Background: an optimization exercise with open tools, aiming at small area, a short achievable clock period and few clock cycles per item. Do not read the settings as production practice. Only simulation tests tie the RTL to the original design; equivalence was not proved.

### flow/design.v
module fp_mul (
    input  wire [31:0] a,
    input  wire [31:0] b,
    output reg  [31:0] y
);
    wire        sy = a[31] ^ b[31];
    wire [7:0]  ea = a[30:23];
    wire [7:0]  eb = b[30:23];
    wire        a_ez = (ea == 8'd0);
    wire        b_ez = (eb == 8'd0);
    wire        a_fz = (a[22:0] == 23'd0);
    wire        b_fz = (b[22:0] == 23'd0);
    wire        a_nan  = (&ea) & ~a_fz;
    wire        b_nan  = (&eb) & ~b_fz;
    wire        a_inf  = (&ea) & a_fz;
    wire        b_inf  = (&eb) & b_fz;
    wire        a_zero = a_ez & a_fz;
    wire        b_zero = b_ez & b_fz;
    wire [23:0] ma = {~a_ez, a[22:0]};
    wire [23:0] mb = {~b_ez, b[22:0]};
    wire [47:0] prod = ma * mb;
    function [4:0] lzc24(input [23:0] v);
        integer i;
        begin
            lzc24 = 5'd0;
            for (i = 0; i < 24; i = i + 1)
                if (v[i]) lzc24 = 5'd23 - i[4:0];
        end
    endfunction
    function [4:0] tzc24(input [23:0] v);
        integer i;
        begin
            tzc24 = 5'd0;
            for (i = 23; i >= 0; i = i - 1)
                if (v[i]) tzc24 = i[4:0];
        end
    endfunction
    wire [4:0]  lza = a_ez ? lzc24(ma) : 5'd0;
    wire [4:0]  lzb = b_ez ? lzc24(mb) : 5'd0;
    wire [5:0]  lzs = {1'b0, lza} + {1'b0, lzb};
    wire [5:0]  tzs = {1'b0, tzc24(ma)} + {1'b0, tzc24(mb)};
    wire signed [10:0] eraw = $signed({3'b000, ea | {7'd0, a_ez}})
                            + $signed({3'b000, eb | {7'd0, b_ez}}) - 11'sd127;
    wire        left = (eraw >= 11'sd1);
    wire signed [10:0] em1 = eraw - 11'sd1;
    wire [4:0]  lsh = ($signed({5'd0, lzs}) <= em1) ? lzs[4:0] : em1[4:0];
    wire signed [10:0] rneg = 11'sd1 - eraw;
    wire [4:0]  rsh = (rneg > 11'sd31) ? 5'd31 : rneg[4:0];
    wire [4:0]  lshf = left ? lsh : 5'd0;
    wire [4:0]  rshf = left ? 5'd0 : rsh;
    wire [47:0] pl = prod << lshf;
    wire [47:0] pr = prod >> rshf;
    wire [25:0] w  = left ? pl[47:22] : pr[47:22];
    wire        st22 = left ? ({1'b0, tzs} + {2'b0, lshf} < 7'd22)
                            : ({1'b0, tzs} < 7'd22 + {2'b0, rshf});
    wire signed [10:0] e0 = left ? (eraw - $signed({6'd0, lshf})) : 11'sd1;
    reg  [7:0]  efield;
    reg  [22:0] frac;
    reg         g, s, ovf;
    reg  [30:0] mag;
    always @* begin
        if (w[25]) begin
            efield = e0[7:0] + 8'd1;
            frac   = w[24:2];
            g      = w[1];
            s      = w[0] | st22;
            ovf    = (e0 >= 11'sd254);
        end else begin
            efield = w[24] ? e0[7:0] : 8'd0;
            frac   = w[23:1];
            g      = w[0];
            s      = st22;
            ovf    = (e0 >= 11'sd255);
        end
        mag = {efield, frac} + {30'd0, (g & (s | frac[0]))};
        if (a_nan || b_nan || (a_inf && b_zero) || (b_inf && a_zero))
            y = 32'h7FC00000;
        else if (a_inf || b_inf || ovf)
            y = {sy, 8'hFF, 23'd0};
        else if (a_zero || b_zero)
            y = {sy, 31'd0};
        else
            y = {sy, mag};
    end
endmodule
module fp_add (
    input  wire [31:0] a,
    input  wire [31:0] b,
    input  wire        sub,
    output reg  [31:0] y
);
    wire [31:0] bb = {b[31] ^ sub, b[30:0]};
    wire a_emax = &a[30:23];
    wire b_emax = &bb[30:23];
    wire a_fz   = (a[22:0] == 23'd0);
    wire b_fz   = (bb[22:0] == 23'd0);
    wire a_nan  = a_emax & ~a_fz;
    wire b_nan  = b_emax & ~b_fz;
    wire a_inf  = a_emax & a_fz;
    wire b_inf  = b_emax & b_fz;
    wire        a_ez = (a[30:23] == 8'd0);
    wire        b_ez = (bb[30:23] == 8'd0);
    wire [7:0]  ea = a[30:23]  | {7'd0, a_ez};
    wire [7:0]  eb = bb[30:23] | {7'd0, b_ez};
    wire [23:0] ma = {~a_ez, a[22:0]};
    wire [23:0] mb = {~b_ez, bb[22:0]};
    wire        swap = (bb[30:0] > a[30:0]);
    wire [8:0]  dab  = {1'b0, ea} - {1'b0, eb};
    wire [8:0]  dba  = {1'b0, eb} - {1'b0, ea};
    wire [7:0]  d    = swap ? dba[7:0] : dab[7:0];
    wire        sp   = swap ? bb[31] : a[31];
    wire [7:0]  ep   = swap ? eb : ea;
    wire [23:0] mp   = swap ? mb : ma;
    wire [23:0] mq   = swap ? ma : mb;
    wire        eff_sub = a[31] ^ bb[31];
    function [4:0] tzc24(input [23:0] v);
        integer i;
        begin
            tzc24 = 5'd24;
            for (i = 23; i >= 0; i = i - 1)
                if (v[i]) tzc24 = i[4:0];
        end
    endfunction
    wire [4:0]  ds  = (d > 8'd27) ? 5'd27 : d[4:0];
    wire [26:0] mqs = {mq, 3'b000} >> ds;
    wire [4:0]  tzq = tzc24(mq);
    wire        stk = ({1'b0, tzq} + 6'd3 < {1'b0, ds}) || ((d > 8'd27) && (mq != 24'd0));
    wire [26:0] mq_al = {mqs[26:1], mqs[0] | stk};
    wire [27:0] mp27 = {1'b0, mp, 3'b000};
    wire [27:0] sum  = eff_sub ? (mp27 - {1'b0, mq_al}) : (mp27 + {1'b0, mq_al});
    wire [7:0]  em1 = ep - 8'd1;
    wire [26:0] lim = (em1 < 8'd27) ? (27'h4000000 >> em1[4:0]) : 27'd0;
    wire [26:0] sv  = sum[26:0] | lim;
    function [4:0] lzc27(input [26:0] v);
        integer i;
        begin
            lzc27 = 5'd27;
            for (i = 0; i < 27; i = i + 1)
                if (v[i]) lzc27 = 5'd26 - i[4:0];
        end
    endfunction
    wire [4:0]  shl = lzc27(sv);
    wire [26:0] nl  = sum[26:0] << shl;
    wire [8:0]  el  = {1'b0, ep} - {4'd0, shl};
    reg  [26:0] n;
    reg  [8:0]  e;
    reg  [7:0]  efield;
    reg  [30:0] mag;
    reg         rnd;
    always @* begin
        if (sum[27]) begin
            n = {sum[27:2], sum[1] | sum[0]};
            e = {1'b0, ep} + 9'd1;
        end else begin
            n = nl;
            e = el;
        end
        efield = n[26] ? e[7:0] : 8'd0;
        rnd    = n[2] & (n[1] | n[0] | n[3]);
        mag    = {efield, n[25:3]} + {30'd0, rnd};
        if (a_nan || b_nan || (a_inf && b_inf && (a[31] != bb[31])))
            y = 32'h7FC00000;
        else if (a_inf)
            y = a;
        else if (b_inf)
            y = bb;
        else if (sum == 28'd0)
            y = {(a[31] & bb[31]), 31'd0};
        else if (e >= 9'd255)
            y = {sp, 8'hFF, 23'd0};
        else
            y = {sp, mag};
    end
endmodule
module ladder_core (
    input  wire        clk,
    input  wire        rst,        
    input  wire        in_valid,
    output wire        in_ready,
    input  wire [31:0] x,          
    input  wire [31:0] ec,         
    input  wire [31:0] rr,         
    output reg         out_valid,
    output wire [31:0] y           
);
    localparam [31:0] C_1_16 = 32'h3F947AE1;
    localparam [31:0] C_0_15 = 32'h3E19999A;
    localparam [31:0] C_1_0  = 32'h3F800000;
    reg [31:0] s1, s2, s3, s4;
    reg [31:0] f, g;
    reg [31:0] m, a, sa, sb;
    reg [3:0]  cyc;
    reg        cur;      
    reg        nxt;      
    assign in_ready = cur & (cyc == 4'd0);
    assign y        = s4;
    function [31:0] times2(input [31:0] v);
        if (v[30:23] == 8'd0)        times2 = {v[31], v[29:0], 1'b0};
        else if (v[30:23] >= 8'd254) times2 = {v[31], 8'hFF, (v[30:23] == 8'hFF) ? v[22:0] : 23'd0};
        else                         times2 = {v[31], v[30:23] + 8'd1, v[22:0]};
    endfunction
    wire [31:0] res_in = times2(times2(rr));
    reg  [31:0] mx, my;
    always @* begin
        case (cyc)
            4'd0:    begin mx = s4; my = m;      end
            4'd1:    begin mx = s2; my = g;      end
            4'd2:    begin mx = a;  my = f;      end
            4'd3:    begin mx = s3; my = g;      end
            4'd4:    begin mx = s1; my = f;      end
            4'd5:    begin mx = s4; my = g;      end
            4'd6:    begin mx = s2; my = f;      end
            4'd7:    begin mx = a;  my = C_1_16; end
            4'd8:    begin mx = s3; my = f;      end
            4'd9:    begin mx = sb; my = C_0_15; end
            4'd10:   begin mx = m;  my = f;      end
            4'd11:   begin mx = s1; my = g;      end
            default: begin mx = sa; my = a;      end
        endcase
    end
    reg         aneg;
    reg  [31:0] aq;
    always @* begin
        aneg = 1'b0;
        aq   = sa;
        case (cyc)
            4'd1:  begin aneg = 1'b1; aq = sa;    end
            4'd3:  begin              aq = sb;    end
            4'd5:  begin              aq = sa;    end
            4'd7:  begin              aq = sb;    end
            4'd8:  begin aneg = 1'b1; aq = C_1_0; end
            4'd9:  begin              aq = sa;    end
            4'd11: begin aneg = 1'b1; aq = C_1_0; end
            default: ;
        endcase
    end
    wire [31:0] mul_y, add_y;
    fp_mul u_mul (.a(mx), .b(my), .y(mul_y));
    fp_add u_add (.a({m[31] ^ aneg, m[30:0]}), .b(aq), .sub(1'b0), .y(add_y));
    always @(posedge clk) begin
        m <= mul_y;
        case (cyc)
            4'd0:  sa <= x;
            4'd1:  a  <= add_y;
            4'd2:  sa <= m;
            4'd4:  sb <= m;
            4'd6:  begin sa <= m; a <= ec; end
            4'd8:  begin sb <= m; g <= add_y; end
            4'd9:  f  <= sb;
            4'd11: begin a <= add_y; sa <= res_in; end
            4'd12: sb <= m;
            default: ;
        endcase
    end
    always @(posedge clk) begin
        if (rst) begin
            s1        <= 32'd0;
            s2        <= 32'd0;
            s3        <= 32'd0;
            s4        <= 32'd0;
            cyc       <= 4'd6;
            cur       <= 1'b0;
            nxt       <= 1'b0;
            out_valid <= 1'b0;
        end else begin
            out_valid <= 1'b0;
            if (cur) begin
                case (cyc)
                    4'd3: s1 <= add_y;
                    4'd5: s2 <= add_y;
                    4'd7: s3 <= add_y;
                    4'd9: begin s4 <= add_y; out_valid <= 1'b1; end
                    default: ;
                endcase
            end
            if (cyc == 4'd6) nxt <= in_valid;
            if (cyc == 4'd9) cur <= 1'b0;
            if (cyc == 4'd12) begin
                cyc <= nxt ? 4'd0 : 4'd6;
                cur <= nxt;
            end else begin
                cyc <= cyc + 4'd1;
            end
        end
    end
endmodule
### flow/run.sh
#!/bin/bash
# synth_recipe.tcl (not shown) runs the flow's synth.tcl, then flattens the netlist and writes it again
# the make line also repeats each setting of config.mk as NAME=value (left out here)
make -C /OpenROAD-flow-scripts/flow DESIGN_CONFIG=/design/flow/config.mk WORK_HOME=/design/flow/orfs CLKGATE_MAP_FILE= SYNTH_SCRIPT=/design/flow/synth_recipe.tcl finish
### flow/config.mk
export PLATFORM = sky130hd
export DESIGN_NAME = ladder_core
export DESIGN_NICKNAME = ladder_core
export VERILOG_FILES = /design/flow/design.v
export SDC_FILE = /design/flow/constraint.sdc
export NUM_CORES = 4
export LEC_CHECK = 0
export ABC_AREA = 1
export CAP_MARGIN = 20
export CORE_MARGIN = 2
export CORE_UTILIZATION = 40
export SLEW_MARGIN = 20
### flow/constraint.sdc
create_clock -name core_clock -period 22.0 [get_ports {clk}]
set_input_delay 4.4000 -clock core_clock [delete_from_list [all_inputs] [get_ports {clk}]]
set_output_delay 4.4000 -clock core_clock [all_outputs]
set_load 0.01 [all_outputs]
==> run notes <==
-- per-stage QoR --
step           area [sq um]  setup WS (ns)  hold WS (ns)  utilization [%]
2_1_floorplan         50800           8.11         0.426                -
3_3_place_gp          53900           5.93         0.431             42.8
3_5_place_dp          53900           5.71         0.436             42.8
4_1_cts               55100           5.66         0.443             43.8
5_1_grt               55100           3.98         0.461             43.9
6_report              55100           5.82         0.446             43.9
-- metal layers --
| metal | global-route usage (%) | share of wire (%) | up-vias |
|---|---|---|---|
| li1 | - | - | 24000 |
| met1 | 43.7 | 41 | 24900 |
| met2 | 50.0 | 43 | 2775 |
| met3 | 7.30 | 11 | 463 |
| met4 | 12.5 | 4.7 | 4 |
| met5 | 0.814 | 0.075 | - |
-- kinds of logic (layout without fill, tap and decap cells) --
group	Yosys count	count (layout)	synth area share, %
flip-flops	327	327	16.0
AO/OA/AOI/OAI	1440	1440	16.3
XOR/XNOR	112	112	1.96
AND/OR/NAND/NOR	3204	3204	26.0
adder cells (fa/ha/maj)	830	830	27.7
multiplexers	12	12	0.237
other	0	2	0
buffers and inverters	1558	1559	11.7
-- synthesized netlist by cell type (69+ instances only) --
cell type / count / share of area (%)
ha_1: 339 / 8.4
nand2_1: 1912 / 14
clkbuf_1: 257 / 1.9
o21ai_0: 597 / 5.9
xor2_1: 85 / 1.5
a21oi_1: 393 / 3.9
a22oi_1: 71 / 1.0
fa_1: 491 / 19
nor2_1: 663 / 4.9
edfxtp_1: 160 / 9.5
nand3_1: 386 / 3.8
dfxtp_1: 167 / 6.6
inv_1: 1169 / 8.6
o21ai_1: 69 / 0.68
-- sequential cells by signal, summed over array words and instances, names as in the netlist, 4 cells and up --
name,cells
s4,32
sa,32
sb,32
a,32
g,32
s1,32
s3,32
cyc,4
m,32
s2,32
f,32
-- critical path, delay by kind of cell (launching register included) --
kind	cells	cell delay (ns)
flops	1	0.38
simple gates	39	6.24
xor+xnor	3	0.62
buf+inv	11	2.77
fa+ha+maj	5	1.51
compound gates	22	4.39
-- area by class of cell --
| cell class | instances | area [sq um] |
|---|---|---|
| Fill cell | 13300 | 70600 |
| Clock buffer | 55 | 1090 |
| Tap cell | 1650 | 2060 |
| Antenna cell | 2 | 5.00 |
| Sequential cell | 327 | 8150 |
| Multi-Input combinational cell | 5598 | 36800 |
| Timing Repair Buffer | 258 | 2280 |
| Clock inverter | 17 | 154 |
| Inverter | 1229 | 4620 |
-- worst paths after layout --
path,start,endpoint,slack [ns],cells after the start
max,cyc[0],a[2],5.82,80
min,sb[22],f[22],0.45,0
max reg2reg,cyc[0],a[2],5.82,80
min reg2reg,sb[22],f[22],0.45,0
==> results by group <==
Synth
  • Mapped Nets: 8412
  • Yosys reg bits: 327
  • Ys Warns: 3
  • Post-Synthesis Cells: 7483
  • Seq/Total Area, Yosys: 16.0%
  • Ys async rst share: 0%
  • Post-synth EDFFs: 160
  • Post-synth cell types: 73
  • Synthesized area: 50800 sq um
  • Main synth FF type: dfxtp_1
  • Syn_area_per_cell: 6.79 sq um

Detailed routing
  • Vias per cell: 5.71
  • Via count: 52100
  • DRT Wirelength: 215 mm
  • Routed length per instance: 23.5 microns
  • Drt drc: 0
  • 1st-pass router iterations: 9
  • DRT iter0 DRCs: 6006
  • Post-route ant nets: 0

Clock network
  • Post-cts sizing count: 0
  • CTS sink count: 327
  • H-tree depth: 2
  • Hold_buf cts: 0
  • Worst-path clk slew: 0.06 ns
  • Root Driver: clkbuf_16
  • Max Root-Sink Buffers: 3
  • CTS buffer count: 39
  • Post-CTS Setup Inserts: 0
  • Clock Latency Late Sink: 0.57 ns
  • TritonCTS clock tree: built

Layout
  • Layout Cells excl Fill: 9136
  • Most frequent cells in the layout: nand2_1, inv_1, nor2_1
  • Fin nets: 8382
  • Share of cells above drive strength 1: 4.28%
  • Synthesis-to-layout area growth: 8.60%
  • Most common cell after layout, fill and taps aside: nand2_1

Timing
  • Final setup vio count: 0
  • Final TNS setup: 0 ns
  • Pins over their slew limit: 0
  • Skew final: 0.0298 ns
  • Least-Margin Pin Slew: 1.18 ns
  • Post-layout min period: 16.18 ns
  • Part of the cycle the worst path needs: 73.6%
  • Fmax: 0.0618 GHz
  • RSZ-0062 raised after global routing: no
  • Final hold vios: 0
  • Slew HR: 20.7%

Placement
  • Input/output buffers: 132
  • Detailed Place HPWL: 169 mm
  • Placed insts: 9061
  • Routability congestion estimate from global placement: 1.02

Worst setup path
  • CP arrival: 16.59 ns
  • Critical Path Source Type: flop
  • Slowest cell on the critical path: a21oi_1
  • Crit Path Class: reg2reg
  • Critical Path RT: 22.40 ns
  • Crit. End Element: flop
  • Max stage delay on crit path: 0.55 ns
  • Most used cell, CP: nand2_1
  • Maximum fanout along the worst path: 73

Global routing
  • Initial antenna violation count: 7
  • GRT overflow: 0
  • Largest net degree at the start of global routing: 104
  • Total Routing Usage GR: 32.3%
  • Vias in the first global route: 49400
  • First-pass GRT wire length: 318 mm

Floorplan
  • Die Y: 360 microns
  • Row cnt: 130
  • Die area: 130000 sq um
  • Initial core utilization: 40.4%
  • DIE WIDTH: 360 microns
  • IO Pins: 133
  • CORE AREA: 126000 sq um

Status
  • Status: finished clean

Worst hold path
  • Worst min-delay path category: reg2reg

Run
  • Max cap viols: 0
Testbench counts, summed over its fixed seeds: cycles 41,632, items 3,200.

==> static timing again, ports no longer ideal <==
How much do the figures lean on ideal ports? The routed layout below was timed once more, with nothing changed but the port constraints. Step 1 (the two cells are an assumption about what drives the block):
set clk [get_ports {clk}]
set_driving_cell -lib_cell sky130_fd_sc_hd__clkbuf_16 $clk
set_driving_cell -lib_cell sky130_fd_sc_hd__buf_2 [delete_from_list [all_inputs] $clk]
Step 2, shift: input delay + t, output delay - t, t = (earliest + latest rising clock arrival at the registers) / 2. This alone moves slack from input paths to output paths. Slacks: ideal ports / drivers / drivers and shift; pairs: ideal ports / drivers.
t (ns): 0.618
setup slack, ns: 5.815 / 5.815 / 5.815
hold slack, ns: 0.446 / 0.446 / 0.446
worst setup path at the end: register to register
worst slew at a driven data input, ns: 0.07
After both steps setup and hold are still met in this run. For this run, drivers alone change the setup slack by 0.000 ns; drivers and shift together by 0.000 ns.
